Context: an optimization exercise on an open-source flow, tuned for small area. The choices shown serve that exercise and are no tape-out recipe. Only simulation tests tie the RTL to the original design; equivalence was not proved. Power is estimated from default activity; no workload was simulated.

## cp_slot_engine
module cp_slot_engine (
    input  wire        clk,
    input  wire        rst,
    input  wire [3:0]  dip,
    input  wire        res_ok,
    input  wire        tick,
    input  wire        sample,
    input  wire        btn_check,
    input  wire        btn_write,
    input  wire        fa_rsp,
    input  wire [2:0]  fa_status,
    input  wire        fa_flag,
    input  wire [31:0] fa_size,
    input  wire [3:0]  st_idx,
    output wire [3:0]  mux_addr,
    output wire [15:0] led,
    output wire        fa_req,
    output wire [2:0]  fa_cmd,
    output wire [3:0]  fa_speed,
    output wire        arch_req,
    output wire        busy,
    output wire        ready,
    output wire        gerr,
    output wire        fatal,
    output wire [2:0]  run_err,
    output wire [2:0]  fatal_code,
    output wire [1:0]  evt,
    output wire [8:0]  st_data
);
Size in the first run: about 880 cells after synthesis, ~200 flip-flops, roughly 100 I/O pins, roughly 0.0094 mm^2 of cells after synthesis.
Settings: LEC_CHECK=0, CAP_MARGIN=20, CORE_MARGIN=2, CORE_UTILIZATION=40, CTS_BUF_LIST=sky130_fd_sc_hd__clkbuf_8, SLEW_MARGIN=20; clock period 10.0 ns.
standard.sh (not shown) runs the stock make flow with config.mk's settings and CLKGATE_MAP_FILE= SYNTH_SCRIPT=/design/flow/synth_recipe.tcl, a recipe that flattens the netlist after the stock synthesis.
==> flow/flow/run.sh <==
#!/bin/bash
# The standard layout with these changes:
#  - synthesis maps the logic with an area-oriented ABC script (flow/abc_area.script);
#    everything else in synthesis, registers included, is synth_recipe.tcl's;
#  - the port buffers are buf_1 instead of ORFS's default cell;
set -euo pipefail
here=$PWD
cat flow/abc_override.tcl synth_recipe.tcl > "$here/area_synth.tcl"
export FLOW_ABC_SCRIPT="$here/flow/abc_area.script"
bash standard.sh SYNTH_SCRIPT="$here/area_synth.tcl" \
  BUFFER_PORTS_ARGS="-buffer_cell sky130_fd_sc_hd__buf_1" \
  CTS_ARGS="-sink_clustering_enable -repair_clock_nets -buf_list sky130_fd_sc_hd__clkbuf_8 -dont_use_dummy_load" \
  finish > standard.log 2>&1
==> flow/flow/abc_area.script <==
&get -n
&st
&dch
&nf -a
&put
mfs2 -W 8
strash
&get -n
&dch -f
&nf -a -R 1000
&put
mfs2 -W 8
strash
&get -n
&dch -f
&nf -a -R 1000
&put
==> flow/flow/abc_override.tcl <==
# Prepended to synth_recipe.tcl: every abc call runs the area script next to
# this file instead of ORFS's speed script. Registers are untouched.
proc abc {args} {
  set i [lsearch -exact $args -script]
  if {$i >= 0} { set args [lreplace $args [expr {$i+1}] [expr {$i+1}] $::env(FLOW_ABC_SCRIPT)] }
  yosys abc {*}$args
}
Rerun with:
--- a/flow/design.v
+++ b/flow/design.v
@@ -76,14 +76,16 @@
         if (tick)
             for (i = 0; i < 16; i = i + 1) cnt[i] <= cnt_n[i] ^ MASK;
     always @(posedge clk) begin
         if (rst)
             led_visible <= 16'h0000;
         else if (tick) begin
-            if (boot_first || boot_run)
-                led_visible <= {led_visible[14:0], boot_first};
+            if (boot_first)
+                led_visible <= 16'h0001;
+            else if (boot_run)
+                led_visible <= {led_visible[14:0], 1'b0};
             else
                 led_visible <= lvl_n;
         end
     end
 endmodule
 module cp_controller (
@@ -112,16 +114,16 @@
     output wire [15:0] m_fast,
     output wire [15:0] m_slow,
     output wire [15:0] m_on,
     output wire [15:0] m_data,
     output wire [8:0]  st_data
 );
-    localparam PH_IDLE   = 4'd3,  PH_START  = 4'd8,  PH_SELECT = 4'd14,  PH_S2     = 4'd1,
-               PH_S1     = 4'd12,  PH_S0     = 4'd0,  PH_DETECT = 4'd15,  PH_READ   = 4'd5,
-               PH_ARCHIVE= 4'd6,  PH_WRITE  = 4'd7,  PH_VERIFY = 4'd2, PH_NEXT   = 4'd10,
-               PH_BOOT0  = 4'd13, PH_BOOTD  = 4'd4, PH_BOOTR  = 4'd9, PH_FATAL  = 4'd11;
+    localparam PH_IDLE   = 4'd4,  PH_START  = 4'd1,  PH_SELECT = 4'd12,  PH_S2     = 4'd14,
+               PH_S1     = 4'd13,  PH_S0     = 4'd6,  PH_DETECT = 4'd8,  PH_READ   = 4'd2,
+               PH_ARCHIVE= 4'd9,  PH_WRITE  = 4'd15,  PH_VERIFY = 4'd11, PH_NEXT   = 4'd7,
+               PH_BOOT0  = 4'd0, PH_BOOTD  = 4'd3, PH_BOOTR  = 4'd5, PH_FATAL  = 4'd10;
     localparam RC_ABS = 3'd0, RC_MATCH = 3'd1, RC_OK = 3'd2, RC_MISM = 3'd4,
                RC_VFY = 3'd5, RC_RD  = 3'd6, RC_WR = 3'd7;
     localparam E_OK = 3'd0, E_NOCHIP = 3'd1, E_READ = 3'd3, E_WRITE = 3'd4, E_VERIFY = 3'd5;
     localparam C_NONE = 3'd0, C_DETECT = 3'd1, C_READ = 3'd2, C_WRITE = 3'd3, C_VERIFY = 3'd4;
     reg [3:0]  phase, phase_n;
     reg        wfw, wfw_n;           
The changed run ran to the end with no violations.
Count of clock-buffer cells in the layout stays the same.
Final area climbs slightly.
Synthesized cell count climbs slightly.
Cell count climbs slightly.
Die area climbs slightly.
Power climbs by about a fifth.
Setup slack got worse by 0.15 ns.
Register-to-register slack got worse by 0.55 ns.
Routed wire length climbs by a little under a tenth.
Sequential power climbs by a few percent.
Maximum frequency drops by a few percent.
Non-clock buffer count drops by 1.
First-iteration DRC count climbs by a quarter to a third.

## re-timing with driven ports
In the flow no input, the clock included, has a driving cell. The finished layouts below were timed again as built, in two steps.
Step 1 sets driving cells, clkbuf_16 on the clock port and buf_2 on the other inputs (assumed; they add their load-dependent delay and slew).
Step 2 adds t to the input delays and takes it off the output delays; t is the mean of the earliest and latest rising clock arrival at the registers after step 1. Input paths then give back, and output paths get back, about the clock's delay inside the block.
a / b / c = no drivers / after step 1 / after step 2; a / b = the first two.
run	t, ns	setup WS [ns]	worst setup path at the end	slew at the worst register clock pin (ns)	pins driven straight from the clock port
the first run	0.503	3.621 / 3.574 / 3.574	input to output	0.12 / 0.12	1
the second run	0.501	3.472 / 3.445 / 3.445	input to output	0.12 / 0.12	1
After both steps setup and hold are still met in every run listed. The setup slack of the first run, which loses most, moves by -0.047 ns with the drivers and by -0.047 ns with both steps.
